This design comes from an exercise in tuning for small area on the open sky130 flow, not from production work.
Only simulation tests tie the RTL to the original design; equivalence was not proved.
No activity file was given, so power comes from the tool's default toggle rates.

==> flow/config.mk <==
export PLATFORM = sky130hd
export DESIGN_NAME = dnet_master
export DESIGN_NICKNAME = dnet_master
export VERILOG_FILES = /design/flow/design.v
export SDC_FILE = /design/flow/constraint.sdc
export NUM_CORES = 4
export LEC_CHECK = 0
export CAP_MARGIN = 0
export CORE_MARGIN = 2
export CORE_UTILIZATION = 50
export CTS_BUF_LIST = sky130_fd_sc_hd__clkbuf_8
export CTS_CLUSTER_DIAMETER = 50
export CTS_CLUSTER_SIZE = 14
export SLEW_MARGIN = 0
==> flow/constraint.sdc <==
create_clock -name core_clock -period 10.0 [get_ports {clk}]
set_input_delay 2.0000 -clock core_clock [delete_from_list [all_inputs] [get_ports {clk}]]
set_output_delay 2.0000 -clock core_clock [all_outputs]
set_load 0.01 [all_outputs]
==> flow/design.v <==
module dnet_hdr_encoder (
    input  wire [4:0]   addr_len,     
    input  wire [127:0] addr_chars,   
    output wire [3:0]   err,          
    output wire [2:0]   mt,           
    output wire [15:0]  addr
);
    wire [7:0] c0 = addr_chars[7:0];
    wire v_v = (c0 == 8'h56);
    wire v_x = (c0 == 8'h58);
    wire v_y = (c0 == 8'h59);
    wire v_c = (c0 == 8'h43);
    assign mt = {v_c, v_x | v_y, v_v | v_y};
    wire mt_hit = v_v | v_x | v_y | v_c;
    wire [16:0] len_is;
    wire [16:0] len_ge;
    genvar g;
    generate
        for (g = 0; g <= 16; g = g + 1) begin : gl
            assign len_is[g] = (addr_len == g);
            assign len_ge[g] = (addr_len >= g);
        end
    endgenerate
    wire [15:1] bad_k, ovf_k;
    generate
        for (g = 1; g < 16; g = g + 1) begin : gk
            wire [7:0] ch = addr_chars[8*g +: 8];
            assign bad_k[g] = len_ge[g+1] & (ch[7:3] != 5'b00110);
            if (g + 7 <= 16) begin : go
                assign ovf_k[g] = (len_ge[g+7] & (ch[2:0] != 3'd0)) |
                                  (len_is[g+6] & (ch[2:1] != 2'd0));
            end else if (g + 6 <= 16) begin : go1
                assign ovf_k[g] = len_is[g+6] & (ch[2:1] != 2'd0);
            end else begin : go0
                assign ovf_k[g] = 1'b0;
            end
        end
    endgenerate
    wire bad = |bad_k;
    wire ovf = |ovf_k;
    wire [3:0] sh = 4'd0 - addr_len[3:0];
    wire [44:0] d0;
    generate
        for (g = 1; g < 16; g = g + 1) begin : gd
            assign d0[3*(15-g) +: 3] = addr_chars[8*g +: 3];
        end
    endgenerate
    wire [38:0] d1 = sh[3] ? d0[44:24] : d0[38:0];
    wire [26:0] d2 = sh[2] ? d1[38:12] : d1[26:0];
    wire [20:0] d3 = sh[1] ? d2[26:6]  : d2[20:0];
    wire [15:0] d4 = sh[0] ? d3[18:3]  : d3[15:0];
    assign addr = d4;
    assign err = (!len_ge[1] || !mt_hit) ? 4'd3 :
                 (len_is[1] || bad || ovf) ? 4'd4 : 4'd0;
endmodule
module dnet_master (
    input  wire        clk,
    input  wire        rst,
    input  wire [3:0]  cfg_client_id,
    input  wire        cfg_strict,
    input  wire        cfg_csum_span,
    input  wire [7:0]  reg_idx,
    input  wire [15:0] reg_wdata,
    input  wire        reg_wr,
    input  wire        reg_rd,
    output wire [15:0] reg_rdata,
    output wire        tx_valid,
    output reg  [7:0]  tx_byte,
    input  wire        tx_ready,
    input  wire        rx_valid,
    input  wire [7:0]  rx_byte,
    output wire        rx_ready,
    input  wire        rx_timeout,
    output wire        done
);
    reg  [3:0]   client_id;
    reg          strict;
    reg          csum_span;
    reg  [7:0]   csum;
    reg  [15:0]  size;
    reg  [4:0]   addr_len;
    reg  [7:0]   addr_chars [0:15];
    reg  [15:0]  pl_ptr;
    reg  [3:0]   phase;
    reg          opk;
    reg  [4:0]   idx;
    reg          cmd_seen;
    reg  [3:0]   err;
    reg          hosterr;
    reg  [2:0]   h_mt;        
    reg          h_op;
    reg  [15:0]  h_addr;
    reg  [15:0]  h_size;
    reg          hdr_valid;
    reg  [7:0]   echo [0:2];
    reg  [7:0]   payload [0:31];
    reg  [15:0]  pl_len;
    reg  [7:0]   resp_stx;
    reg  [7:0]   resp_etx;
    reg  [7:0]   resp_ck;
    reg  [7:0]   rcsum;
    reg          chk_done;    
    reg          csum_ok;
    wire p_idle  = (phase == 4'd0);
    wire p_enqtx = (phase == 4'd1);
    wire p_enqrx = (phase == 4'd2);
    wire p_hdrtx = (phase == 4'd3);
    wire p_ackrx = (phase == 4'd4);
    wire p_resp  = (phase == 4'd5);
    wire p_acktx = (phase == 4'd6);
    wire p_eotrx = (phase == 4'd7);
    wire p_eottx = (phase == 4'd8);
    wire busy    = !p_idle && (!phase[3] || phase[2:0] == 3'd0);
    assign tx_valid = p_enqtx | p_hdrtx | p_acktx | p_eottx;
    assign rx_ready = p_enqrx | p_ackrx | p_resp | p_eotrx;
    assign done     = cmd_seen & !busy;
    wire tx_fire = tx_valid & tx_ready;
    wire rx_fire = rx_ready & rx_valid;
    wire rx_tmo  = rx_ready & !rx_valid & rx_timeout;
    wire [3:0]  enc_err;
    wire [2:0]  enc_mt;
    wire [15:0] enc_addr;
    dnet_hdr_encoder u_enc (
        .addr_len   (addr_len),
        .addr_chars ({addr_chars[15], addr_chars[14], addr_chars[13], addr_chars[12],
                      addr_chars[11], addr_chars[10], addr_chars[9],  addr_chars[8],
                      addr_chars[7],  addr_chars[6],  addr_chars[5],  addr_chars[4],
                      addr_chars[3],  addr_chars[2],  addr_chars[1],  addr_chars[0]}),
        .err        (enc_err),
        .mt         (enc_mt),
        .addr       (enc_addr)
    );
    wire enc_ok = (enc_err == 4'd0);
    wire [3:0] code  = reg_wdata[3:0];
    wire cmd_ok = (code != 4'd0) && (code <= 4'd6) && (reg_wdata[7:4] == 4'd0) &&
                  ((code == 4'd2) || (reg_wdata[15:8] == 8'd0));
    wire wr_ok   = reg_wr & !busy;
    wire i_cmd   = (reg_idx == 8'h00);
    wire i_size  = (reg_idx == 8'h04);
    wire i_alen  = (reg_idx == 8'h05);
    wire i_ptr   = (reg_idx == 8'h06);
    wire i_chr   = (reg_idx[7:4] == 4'h1);
    wire hi_zero = (reg_wdata[15:8] == 8'd0);
    wire alen_ok = (reg_wdata[15:5] == 11'd0) && (!reg_wdata[4] || reg_wdata[3:0] == 4'd0);
    wire legal   = (i_cmd & cmd_ok) | i_size | i_ptr | (i_alen & alen_ok) | (i_chr & hi_zero);
    wire acc     = wr_ok & i_cmd & cmd_ok;
    wire c_csum  = acc & (code[3:2] == 2'b00) & !(code[1] & code[0]);  
    wire c_hdr   = acc & (code == 4'd3 || code == 4'd4);
    wire c_link  = acc & code[2] & (code[1] ^ code[0]);           
    wire c_read  = acc & (code == 4'd6);
    wire herr_set = reg_wr & (busy | !legal);
    wire echo_ok = (echo[0] == 8'h4E) && (echo[1] == {4'h2, client_id}) && (rx_byte == 8'h06);
    wire enq_last = rx_fire & p_enqrx & idx[1];
    wire enq_build = enq_last & echo_ok & opk & enc_ok;
    wire resp_b0  = rx_fire & p_resp & (idx[1:0] == 2'd0);
    wire resp_b1  = rx_fire & p_resp & (idx[1:0] == 2'd1);
    wire resp_b2  = rx_fire & p_resp & (idx[1:0] == 2'd2);
    wire pl_more  = (pl_len != size);
    wire resp_dat = resp_b1 & pl_more;
    wire resp_etx_b = resp_b1 & !pl_more;
    wire frame_ok = (resp_stx == 8'h02) && (resp_etx == 8'h03) && (rcsum == rx_byte);
    wire [7:0] rxd = busy ? rx_byte : 8'h00;              
    reg       ph_en;
    reg [3:0] ph_d;
    reg       er_en;
    reg [3:0] er_d;
    always @* begin
        ph_en = 1'b0;
        ph_d  = 4'd0;
        er_en = 1'b0;
        er_d  = 4'd0;
        if (c_link) begin
            ph_en = 1'b1; ph_d = 4'd1;
        end
        if (acc) begin
            er_en = 1'b1;
            er_d  = (c_hdr && !enc_ok) ? enc_err : 4'd0;
        end
        if (tx_fire) begin
            if (p_enqtx && idx[1]) begin ph_en = 1'b1; ph_d = 4'd2; end
            if (p_hdrtx && idx[4]) begin ph_en = 1'b1; ph_d = 4'd4; end
            if (p_acktx)           begin ph_en = 1'b1; ph_d = 4'd7; end
            if (p_eottx)           begin ph_en = 1'b1; ph_d = 4'd10; end
        end
        if (rx_fire) begin
            if (p_enqrx && idx[1]) begin
                ph_en = 1'b1;
                if (!echo_ok)      begin ph_d = 4'd0; er_en = 1'b1; er_d = 4'd1; end
                else if (!opk)     ph_d = 4'd9;
                else if (!enc_ok)  begin ph_d = 4'd0; er_en = 1'b1; er_d = enc_err; end
                else               ph_d = 4'd3;
            end
            if (p_ackrx) begin
                ph_en = 1'b1;
                if (rx_byte == 8'h06) ph_d = 4'd5;
                else begin ph_d = 4'd0; er_en = 1'b1; er_d = 4'd7; end
            end
            if (p_resp && idx[1]) begin
                ph_en = 1'b1;
                if (strict && !frame_ok) begin ph_d = 4'd0; er_en = 1'b1; er_d = 4'd9; end
                else ph_d = 4'd6;
            end
            if (p_eotrx) begin
                ph_en = 1'b1;
                if (rx_byte == 8'h04) ph_d = 4'd8;
                else begin ph_d = 4'd0; er_en = 1'b1; er_d = 4'd8; end
            end
        end else if (rx_tmo) begin
            ph_en = 1'b1; ph_d = 4'd0;
            er_en = 1'b1; er_d = p_resp ? 4'd6 : 4'd2;
        end
    end
    wire idx_adv = (tx_fire & (p_enqtx | p_hdrtx)) | (rx_fire & p_enqrx) | resp_b0 | resp_etx_b;
    always @(posedge clk) begin
        if (rst) begin
            client_id <= cfg_client_id;
            strict    <= cfg_strict;
            csum_span <= cfg_csum_span;
        end
    end
    always @(posedge clk) begin
        if (rst | ph_en) phase <= rst ? 4'd0 : ph_d;
        if (rst | ph_en | idx_adv) idx <= (rst | ph_en) ? 5'd0 : idx + 5'd1;
        if (rst | er_en) err <= rst ? 4'd0 : er_d;
        if (rst | acc) cmd_seen <= !rst;
        if (rst | acc | herr_set) hosterr <= !rst & !acc;
        if (rst | c_link) opk <= !rst & code[1];
        if (rst | c_csum) csum <= rst ? 8'd0 : ({8{code[1]}} & (csum ^ reg_wdata[15:8]));
        if (rst | (wr_ok & i_size)) size <= rst ? 16'd0 : reg_wdata;
        if (rst | (wr_ok & i_ptr)) pl_ptr <= rst ? 16'd0 : reg_wdata;
        if (rst | (wr_ok & i_alen & alen_ok)) addr_len <= rst ? 5'd0 : reg_wdata[4:0];
        if (rst | (c_hdr & enc_ok) | enq_build) h_mt <= rst ? 3'd0 : enc_mt;
        if (rst | c_hdr | c_read | enq_build) hdr_valid <= !rst & enc_ok & !c_read;
        if (rst | c_read | resp_dat) pl_len <= rst ? 16'd0 : (busy ? pl_len + 16'd1 : 16'd0);
        if (rst | c_read | resp_b0) resp_stx <= rst ? 8'd0 : rxd;
        if (rst | c_read | resp_etx_b) resp_etx <= rst ? 8'd0 : rxd;
        if (rst | c_read | resp_b2) resp_ck <= rst ? 8'd0 : rxd;
        if (rst | c_read | resp_dat | (resp_etx_b & csum_span))
            rcsum <= rst ? 8'd0 : (busy ? rcsum ^ rx_byte : 8'd0);
        if (rst | c_read | resp_b2) begin
            chk_done <= !rst & busy;
            csum_ok <= !rst & busy & (rcsum == rx_byte);
        end
    end
    always @(posedge clk) begin
        if ((c_hdr & enc_ok) | enq_build) begin
            h_op   <= !busy & code[2];
            h_addr <= enc_addr;
            h_size <= size;
        end
    end
    genvar gk;
    generate
        for (gk = 0; gk < 16; gk = gk + 1) begin : g_chr
            always @(posedge clk)
                if (rst | (wr_ok & i_chr & hi_zero & reg_idx[3:0] == gk))
                    addr_chars[gk] <= rst ? 8'd0 : reg_wdata[7:0];
        end
        for (gk = 0; gk < 3; gk = gk + 1) begin : g_echo
            always @(posedge clk)
                if (rst | c_link | (rx_fire & p_enqrx & idx[1:0] == gk))
                    echo[gk] <= rst ? 8'd0 : rxd;
        end
        for (gk = 0; gk < 32; gk = gk + 1) begin : g_pl
            always @(posedge clk)
                if (resp_dat && pl_len[15:5] == 11'd0 && pl_len[4:0] == gk)
                    payload[gk] <= rx_byte;
        end
    endgenerate
    function [7:0] hexchar;
        input [3:0] n;
        begin
            if (n < 4'd10) hexchar = {4'h3, n};
            else           hexchar = {4'h4, n - 4'd9};
        end
    endfunction
    wire hdr_built = (h_mt != 3'd0);
    wire [35:0] ck_nb = {client_id, h_addr, h_size};
    reg  [3:0]  ck_x;
    reg         ck_p, ck_q1, ck_q12;
    integer     ci;
    always @* begin
        ck_x = 4'd0; ck_p = 1'b0; ck_q1 = 1'b0; ck_q12 = 1'b0;
        for (ci = 0; ci < 9; ci = ci + 1) begin
            ck_x   = ck_x ^ ck_nb[4*ci +: 4];
            ck_p   = ck_p ^ (ck_nb[4*ci+3] & (ck_nb[4*ci+2] | ck_nb[4*ci+1]));
            ck_q1  = ck_q1 ^ (ck_nb[4*ci+3] & (ck_nb[4*ci+2] | ck_nb[4*ci+1]) & !ck_nb[4*ci]);
            ck_q12 = ck_q12 ^ (ck_nb[4*ci +: 4] == 4'd12);
        end
    end
    wire [7:0] hdr_ck = {1'b0, ck_p, ck_p, !ck_p, ck_x[3] ^ ck_p ^ h_op, !(ck_x[2] ^ ck_q12 ^ h_mt[2]),
                         !(ck_x[1] ^ ck_q1 ^ h_mt[1]), !(ck_x[0] ^ ck_p ^ h_mt[0])};
    function [7:0] hdr_byte;
        input [4:0]  k;
        input [3:0]  client_id;
        input        h_op;
        input [2:0]  h_mt;
        input [15:0] h_addr;
        input [15:0] h_size;
        input [7:0]  hdr_ck;
        reg   [3:0]  nib;
        begin
            case (k[3:0])
                4'd2:    nib = client_id;
                4'd5:    nib = h_addr[15:12];
                4'd6:    nib = h_addr[11:8];
                4'd7:    nib = h_addr[7:4];
                4'd8:    nib = h_addr[3:0];
                4'd9:    nib = h_size[15:12];
                4'd10:   nib = h_size[11:8];
                4'd11:   nib = h_size[7:4];
                default: nib = h_size[3:0];
            endcase
            if (k[4]) hdr_byte = hdr_ck;
            else begin
                case (k[3:0])
                    4'd0:    hdr_byte = 8'h01;
                    4'd1, 4'd13, 4'd14: hdr_byte = 8'h30;
                    4'd3:    hdr_byte = {4'h3, h_op, 3'b000};
                    4'd4:    hdr_byte = {5'b00110, h_mt};
                    4'd15:   hdr_byte = 8'h17;
                    default: hdr_byte = hexchar(nib);
                endcase
            end
        end
    endfunction
    always @* begin
        if (phase[3])       tx_byte = 8'h04;
        else if (phase[2])  tx_byte = 8'h06;
        else if (phase[1])  tx_byte = hdr_byte(idx, client_id, h_op, h_mt, h_addr, h_size, hdr_ck);
        else if (idx[1])    tx_byte = 8'h05;
        else if (idx[0])    tx_byte = {4'h2, client_id};
        else                tx_byte = 8'h4E;
    end
    wire stx_ok = chk_done & (resp_stx == 8'h02);
    wire etx_ok = chk_done & (resp_etx == 8'h03);
    wire [15:0] status = {1'b0, csum_ok, etx_ok, stx_ok, phase, err,
                          hdr_valid, hosterr, done, busy};
    wire pl_vis = (pl_ptr[15:5] == 11'd0) && (pl_ptr[4:0] < pl_len);
    wire [7:0] pl_byte = pl_vis ? payload[pl_ptr[4:0]] : 8'h00;
    reg [15:0] m0;
    always @* begin
        case (reg_idx[3:0])
            4'h1: m0 = status;
            4'h2: m0 = {10'd0, csum_span, strict, client_id};
            4'h3: m0 = {8'd0, csum};
            4'h4: m0 = size;
            4'h5: m0 = {11'd0, addr_len};
            4'h6: m0 = pl_ptr;
            4'h7: m0 = {8'd0, pl_byte};
            4'h8: m0 = pl_len;
            4'h9: m0 = {8'd0, resp_stx};
            4'hA: m0 = {8'd0, resp_etx};
            4'hB: m0 = {8'd0, resp_ck};
            4'hC: m0 = {8'd0, rcsum};
            4'hD: m0 = {8'd0, echo[0]};
            4'hE: m0 = {8'd0, echo[1]};
            4'hF: m0 = {8'd0, echo[2]};
            default: m0 = 16'd0;
        endcase
    end
    wire g0 = (reg_idx[7:4] == 4'h0);
    wire g1 = (reg_idx[7:4] == 4'h1);
    wire g2 = hdr_built & ((reg_idx[7:4] == 4'h2) | (reg_idx == 8'h30));
    assign reg_rdata = g0 ? m0 :
                       {8'd0, g1 ? addr_chars[reg_idx[3:0]] :
                              g2 ? hdr_byte(reg_idx[4:0], client_id, h_op, h_mt, h_addr, h_size, hdr_ck) : 8'd0};
endmodule
==> flow/run.sh <==
#!/bin/bash
# synth_recipe.tcl (not shown) runs the flow's synth.tcl, then flattens the netlist and writes it again
# the make line also repeats each setting of config.mk as NAME=value (left out here)
make -C /OpenROAD-flow-scripts/flow DESIGN_CONFIG=/design/flow/config.mk WORK_HOME=/design/flow/orfs CLKGATE_MAP_FILE= SYNTH_SCRIPT=/design/flow/synth_recipe.tcl finish
==> impl_metrics.toml, run 1 <==
[floorplan]
fp.dieH_um = 235
core_um2 = 52700
die_area_um2 = 55200
start_util_pct = 50.7
pin_count = 72
fp-row-count = 84
die_w_um = 235

[place]
port_buffers = 69
hpwl_um = 71600
globalplace.congestion = 1.00

[setup_path]
cp_data_arrival_time_ps = 6350
end_kind = "output port"
cpPeakStageDelay_ps = 850
start_kind = "primary input"
required_ps = 8000
cp_slowest_cell = "clkdlybuf4s50_1"
crit_fanout = 24
criticalPathCategory = "in2out"
crit_top_cell = "clkdlybuf4s50_1"
crit_chain = "clkdlybuf4s50_1 -> buf_4 -> nor3b_1 -> o2bb2a_1 -> nor2_1 -> o32ai_1 -> ha_1 -> nor2b_1 -> nor3_1 -> a2111oi_0 -> o221ai_1 -> clkdlybuf4s50_1"

[sta]
slew_headroom_pct = 8.10
period_minus_slack_ps = 8350
hold_viol = 0
drv_slew = 0
grt_setup_unrepaired = "false"
setup_viol = 0
fmax_ghz = 0.120
skew_ps = 58.3
fin_tns_setup_ps = 0
post-route-period-util_pct = 83.5
worstMarginPinSlew_ps = 1370

[cts]
postCtsSetupRepairBufs = 0
clk_latency_ps = 720
cts.sink_count = 562
numCtsBuffers = 55
cts_resized = 0
path_clk_slew_ps = 80
cts-root-buf = "clkbuf_8"
postCtsHoldBufs = 0
cts_buffer_depth = 3
htreeDepth = 2
tritoncts = "yes"

[logic_synthesis]
syn-num-nets = 2185
synth_top_cells_by_area = "edfxtp_1 (63%), a22oi_1 (5.4%), nor2_1 (2.6%)"
yosysTopAreaCell = "edfxtp_1"
synthCells = 2117
netlist.area_leader.share_pct = 63.3
synth-seq-area-share_pct = 63.3
synth_ff_type = "edfxtp_1"
synth_warnings = 4
synth-edff-count = 562
mappedNetlistArea_um2 = 26700
synth_cell_types = 82
ys_ff_latch = 562
async_flop_share_pct = 0
synth_area_per_cell_um2 = 12.6

[detailed_routing]
viasPerCell = 7.00
drt-wirelength-per-cell_um = 33.8
drc = 0
drtAntennaViolNets = 0
wl_um = 99100
drt_iter0_markers = 3610
firstDrtPassIters = 6
vias = 20545

[power]
ir_worst_vdd_uv = 123
power_mw = 5.16
p_leak_nw = 9.73
power_density_nw_per_um2 = 175

[grt]
grt_pass1_wl_um = 140000
gr-usage-all-layers_pct = 35.1
grt_max_degree = 46
grt_pass1_vias = 18990
grt_antenna_before_repair = 4
gr-total-overflow = 0

[layout]
drive_gt1_share_pct = 8.41
nFillCells = 4374
area_delta_synth_final_pct = 10.4
nNetsFinal = 2286
final_cell_mix = "edfxtp_1 (562), a22oi_1 (193), nor2_1 (181), nand2_1 (173)"
mostFrequentLayoutCell = "edfxtp_1"

[outcome]
status = "complete, no violations"

[job]
drv_cap = 0

[worst_hold_path]
hold_class = "reg2reg"
==> routing by layer <==
layer  global-route usage (%)  wire length, um  up-vias
met5                        0               31        -
met4                     8.53             2560        4
met3                     11.2            15300      192
met2                     46.9            39500     1626
met1                     55.1            41800    10257
li1                         -                -     8466
==> per-stage QoR <==
step	setup WS [ps]	util (%)	instances	hold WS, ps	cell area [um2]
final	1650	55.9	2935	640	29500
after global routing	1500	55.9	2935	709	29500
after CTS	1840	55.9	2934	642	29500
after detailed placement	1850	53.9	2849	621	28400
after global placement	1870	53.9	2849	607	28400
after floorplan	3700	-	2117	471	26700
==> synthesized netlist by cell type, types with 10 or more instances <==
master and instances:
a21oi_1 76, a221oi_1 20, a222oi_1 15, a22o_1 16
a22oi_1 193, a31oi_1 15, and2_1 23, and3_1 16
buf_2 10, clkbuf_1 68, edfxtp_1 562, ha_1 23
inv_1 42, mux2i_1 48, nand2_1 173, nand2b_1 24
nand3_1 48, nand4_1 35, nor2_1 186, nor2b_1 42
nor3_1 45, nor3b_1 11, nor4_1 29, nor4bb_1 16
o211ai_1 10, o21ai_0 73, o22ai_1 13, xnor2_1 77
xor2_1 38
==> critical path, delay by kind of cell <==
kind / cells / cell delay, ps
adder cells (fa/ha/maj): 1 / 350
buffers and inverters: 3 / 1860
AO/OA/AOI/OAI: 4 / 930
AND/OR/NAND/NOR: 4 / 1190
==> sequential cells by signal, summed over array words and instances (netlist names), 16 cells and up <==
name	cells
pl_ptr	16
h_addr	16
echo	24
addr_chars	128
h_size	16
pl_len	16
size	16
payload	256
==> cell families (layout without fill, tap and decap cells) <==
logic type | count (synthesis) | in the layout | share of synthesized area, %
DFF | 562 | 562 | 63.3
AOI/OAI and AO/OA | 522 | 522 | 13.8
buffers and inverters | 133 | 262 | 1.99
adders and majority gates | 23 | 23 | 1.08
and+or+nand+nor | 697 | 697 | 13.2
xor gates and xnor gates | 116 | 116 | 3.86
other | 1 | 2 | 0.0141
muxes | 63 | 63 | 2.77
==> worst paths after layout <==
kind                                 start             end  slack, ps  cells past startpoint
worst max-delay path            reg_idx[1]    reg_rdata[1]       1650                     12
worst min-delay path               csum[6]         csum[6]        640                      2
worst max register to register    phase[1]  payload[26][2]       5810                      8
worst min register to register     csum[6]         csum[6]        640                      2
==> cell type report <==
type                       count  area (um2)  share of cell area (%)
clock inverter                29         287                   0.973
tap                          688         861                    2.92
antenna                        1        2.50                 0.00850
multi-input combinational   1422        9330                    31.7
sequential                   562       16900                    57.3
inverter                      42         158                   0.535
clock buffer                  56         771                    2.62
timing repair buffer         135        1170                    3.98
==> report_power, final <==
group          total, mW  switching [mW]  internal (mW)  leakage (nW)
Sequential          2.89           0.170           2.72          5.30
Combinational      0.790           0.499          0.290          3.88
Clock               1.47           0.857          0.618         0.562
Total               5.16            1.53           3.63          9.73
==> run 2: changes to the inputs <==
==> flow/flow/run.sh (new file) <==
#!/bin/bash
# Layout flow: the standard flow (standard.sh, unchanged synthesis,
# floorplan, power grid and tap cells), with two changes to how cells are
# added during placement and clock tree synthesis:
#  * the port buffers are the smallest buffer, sky130_fd_sc_hd__buf_1;
#  * the clock tree uses clkbuf_8 buffers in small sink clusters and no
#    dummy loads.
# Every tool's output goes to the ORFS logs under orfs/logs; standard.sh's
# own output goes to standard.log in this folder.
set -euo pipefail
export BUFFER_PORTS_ARGS="-buffer_cell sky130_fd_sc_hd__buf_1"
export CTS_ARGS="-sink_clustering_enable -repair_clock_nets -dont_use_dummy_load -buf_list sky130_fd_sc_hd__clkbuf_8 -sink_clustering_size 12 -sink_clustering_max_diameter 50"
bash standard.sh > standard.log 2>&1
==> flow/standard.sh (new file) <==
#!/bin/bash
# synth_recipe.tcl (not shown) runs the flow's synth.tcl, then flattens the netlist and writes it again
# the make line also repeats each setting of config.mk as NAME=value (left out here)
make -C /OpenROAD-flow-scripts/flow DESIGN_CONFIG=/design/flow/config.mk WORK_HOME=/design/flow/orfs CLKGATE_MAP_FILE= SYNTH_SCRIPT=/design/flow/synth_recipe.tcl "${@:-finish}"
==> flow/config.mk (replaced) <==
export PLATFORM = sky130hd
export DESIGN_NAME = dnet_master
export DESIGN_NICKNAME = dnet_master
export VERILOG_FILES = /design/flow/design.v
export SDC_FILE = /design/flow/constraint.sdc
export NUM_CORES = 4
export LEC_CHECK = 0
export CAP_MARGIN = 20
export CORE_MARGIN = 2
export CORE_UTILIZATION = 60
export GPL_TIMING_DRIVEN = 0
export SLEW_MARGIN = 20
removed: flow/run.sh
==> run 2 against run 1 <==
  * Still clean on timing, DRC and antenna
  * Design area decreased by 2.7%
  * First-iteration DRC count rose by 39%
  * Fmax down 3.2%
  * Via count is 3.5% higher
  * Register-to-register slack lost 360 ps
  * Count of clock-buffer cells in the layout grew 1
  * Global-route usage rose by 7.5 points
  * Combinational power up 5.9%
  * Sequential cell count unchanged
==> impl_metrics.toml, run 2 <==
[floorplan]
fp.dieH_um = 215
fp-row-count = 77
start_util_pct = 60.6
pin_count = 72
die_area_um2 = 46200
die_w_um = 215
core_um2 = 44000

[logic_synthesis]
synth_xor_area_share_pct = 3.86
mappedNetlistArea_um2 = 26700
synth_fa_ha_area_share_pct = 1.08
ys_ff_latch = 562
synth_warnings = 4
yosysTopAreaCell = "edfxtp_1"
async_flop_share_pct = 0
synth-seq-area-share_pct = 63.3
synth-edff-count = 562
synth_area_per_cell_um2 = 12.6
synth_ff_type = "edfxtp_1"
yosysMostFrequentCell = "edfxtp_1"
synth_compound_area_share_pct = 13.8
synth_top_family_by_area = "compound AO/OA/AOI/OAI gates"
syn-num-nets = 2185
synth-simple-area-share_pct = 13.2
synthCells = 2117
synth_top_cells_by_area = "edfxtp_1 (63%), a22oi_1 (5.4%), nor2_1 (2.6%)"
synth_common_cells = "edfxtp_1 (562), a22oi_1 (193), nor2_1 (186)"
netlist.area_leader.share_pct = 63.3
synth_mux_area_share_pct = 2.77
synth_cell_types = 82

[cts]
tritoncts = "yes"
cts_resized = 0
clk_latency_ps = 680
cts-root-buf = "clkbuf_8"
htreeDepth = 2
path_clk_slew_ps = 80
cts_buffer_depth = 3
cts.sink_count = 562
postCtsSetupRepairBufs = 0
numCtsBuffers = 57
postCtsHoldBufs = 0

[detailed_routing]
drc = 0
vias = 21268
drt-wirelength-per-cell_um = 35.0
drtAntennaViolNets = 0
drt_iter0_markers = 5001
firstDrtPassIters = 9
wl_um = 99500
viasPerCell = 7.48

[grt]
grt_antenna_before_repair = 2
grt_pass1_vias = 19838
grt_pass1_wl_um = 140000
gr-usage-all-layers_pct = 42.6
grt_max_degree = 37
gr-total-overflow = 0

[outcome]
status = "complete, no violations"

[place]
dpl_cell_area_um2 = 27800
globalplace.congestion = 1.08
hpwl_um = 73300
port_buffers = 67

[sta]
hold_viol = 0
post-route-period-util_pct = 86.2
period_minus_slack_ps = 8620
grt_setup_unrepaired = "false"
slew_headroom_pct = 13.4
drv_slew = 0
fin_tns_setup_ps = 0
setup_viol = 0
worstMarginPinSlew_ps = 1290
skew_ps = 65.7
fmax_ghz = 0.116

[setup_path]
end_kind = "output port"
cpPeakStageDelay_ps = 930
crit_buf_inv = 5
cp_slowest_cell = "nor2_1"
r2r_cells = 11
critical-path-top-delay-family = "buffers and inverters"
required_ps = 8000
crit_fanout = 10
r2r_start = "addr_len[1]"
criticalPathCategory = "in2out"
r2r_end = "h_mt[1]"
crit_top_cell = "buf_1"
r2r_setup_slack_ps = 5450
crit_chain = "buf_1 -> buf_2 -> buf_1 -> nand2_1 -> nor2_1 -> clkbuf_1 -> a221oi_1 -> a31oi_1 -> a21oi_1 -> o211ai_1 -> buf_1"
cp_data_arrival_time_ps = 6620
start_kind = "primary input"

[worst_hold_path]
hold_path_depth = 2
hold_class = "reg2reg"
hp-start = "csum[4]"
min_to = "csum[4]"

[power]
swShare_pct = 29.4
internal_power_mw = 3.49
ir_worst_vdd_uv = 163
power_mw = 4.95
seqPwrFrac_pct = 57.6
p_leak_nw = 9.30
comb_power_share_pct = 16.9
power_frac_clock_pct = 25.5
power_density_nw_per_um2 = 173
switchingPower_mw = 1.45

[layout]
final_area_um2 = 28700
reg_top3 = "payload (256), addr_chars (128), echo (24)"
final_cell_mix = "edfxtp_1 (562), a22oi_1 (193), nor2_1 (174), nand2_1 (173), xnor2_1 (77)"
top_register = "payload"
drive_gt1_share_pct = 6.40
area_delta_synth_final_pct = 7.50
nNetsFinal = 2321
mostFrequentLayoutCell = "edfxtp_1"
largest_reg_flops = 256

[job]
drv_cap = 0
run 2: cell counts after synthesis:
Identical to the previous run, type by type.
run 2: worst max path at each step:
| stage | from | to | slack (ps) | depth (start not counted) |
|---|---|---|---|---|
| 3_5_place_dp | reg_idx[2] | reg_rdata[3] | 1840 | 11 |
| 3_3_place_gp | reg_idx[0] | reg_rdata[1] | 1570 | 10 |
| 2_1_floorplan | reg_idx[3] | reg_rdata[1] | 3700 | 12 |
| 5_1_grt | reg_idx[2] | reg_rdata[3] | 1630 | 11 |
| 6_report | reg_idx[2] | reg_rdata[3] | 1380 | 11 |
| 4_1_cts | reg_idx[2] | reg_rdata[3] | 1860 | 11 |
run 2: routing by layer:
metal	part of all wire, %	GRT usage, %
met3	19	20.3
met1	38	62.2
met4	4.1	14.6
met5	0.0070	0
met2	39	55.5
run 2: worst min-delay path, stage by stage, from the launching register on:
cell and delay (ps):
edfxtp_1 400, xnor2_1 80, nor2_1 70
run 2: area by class of cell:
class                           instances  area [um2]
Sequential cell                       562       16900
Fill cell                            3385       15400
Multi-Input combinational cell       1422        9350
Clock buffer                           57         785
Tap cell                              592         741
Timing Repair Buffer                   77         383
Buffer                                 91         373
Inverter                               42         158
Antenna cell                            2        5.00
run 2: cells by family after synthesis:
kind of cell    after synthesis
compound gates              522
xor+xnor                    116
fa+ha+maj                    23
buf+inv                     133
flops                       562
mux                          63
other cells                   1
simple gates                697
run 2: power by group through the flow:
| stage | Clock, mW | Combinational (mW) | Sequential [mW] |
|---|---|---|---|
| 6_report | 1.26 | 0.837 | 2.85 |
| 5_1_grt | 1.33 | 0.884 | 2.85 |
| 2_1_floorplan | 0 | 0.518 | 2.83 |
| 4_1_cts | 1.24 | 0.797 | 2.84 |
| 3_3_place_gp | 0 | 0.776 | 2.89 |
| 3_5_place_dp | 0 | 0.794 | 2.89 |
run 2: per-stage QoR:
step           std cells  setup slack [ps]  util [%]  hold WS [ps]
2_1_floorplan       2117              3700         -           471
3_3_place_gp        2776              1570      62.8           616
3_5_place_dp        2784              1840      63.2           635
4_1_cts             2841              1860      65.0           653
5_1_grt             2844              1630      65.1           687
6_report            2845              1380      65.1           659

-- static timing again, ports no longer ideal --
Ports are ideal in the flow. The routed layouts listed here were re-timed in OpenROAD. Step 1 sets driving cells, clkbuf_16 on the clock port and buf_2 on the other inputs (assumed; they add their load-dependent delay and slew). Step 2 times the ports against the registers' clock, not the clock port: input delays grow and output delays shrink by t, the midpoint of the rising clock arrivals with the driver on. Slacks: no drivers / after step 1 / after step 2; pairs: no drivers / after step 1.
| run | t, ns | setup WS [ns] | worst setup path at the end |
|---|---|---|---|
| run 1 | 0.750 | 1.654 / 1.632 / 1.632 | input to output |
| run 2 | 0.710 | 1.377 / 1.339 / 1.339 | input to output |
After both steps setup and hold are still met in every run listed. For run 2, which loses most, drivers alone change the setup slack by -0.038 ns; drivers and shift together by -0.038 ns.
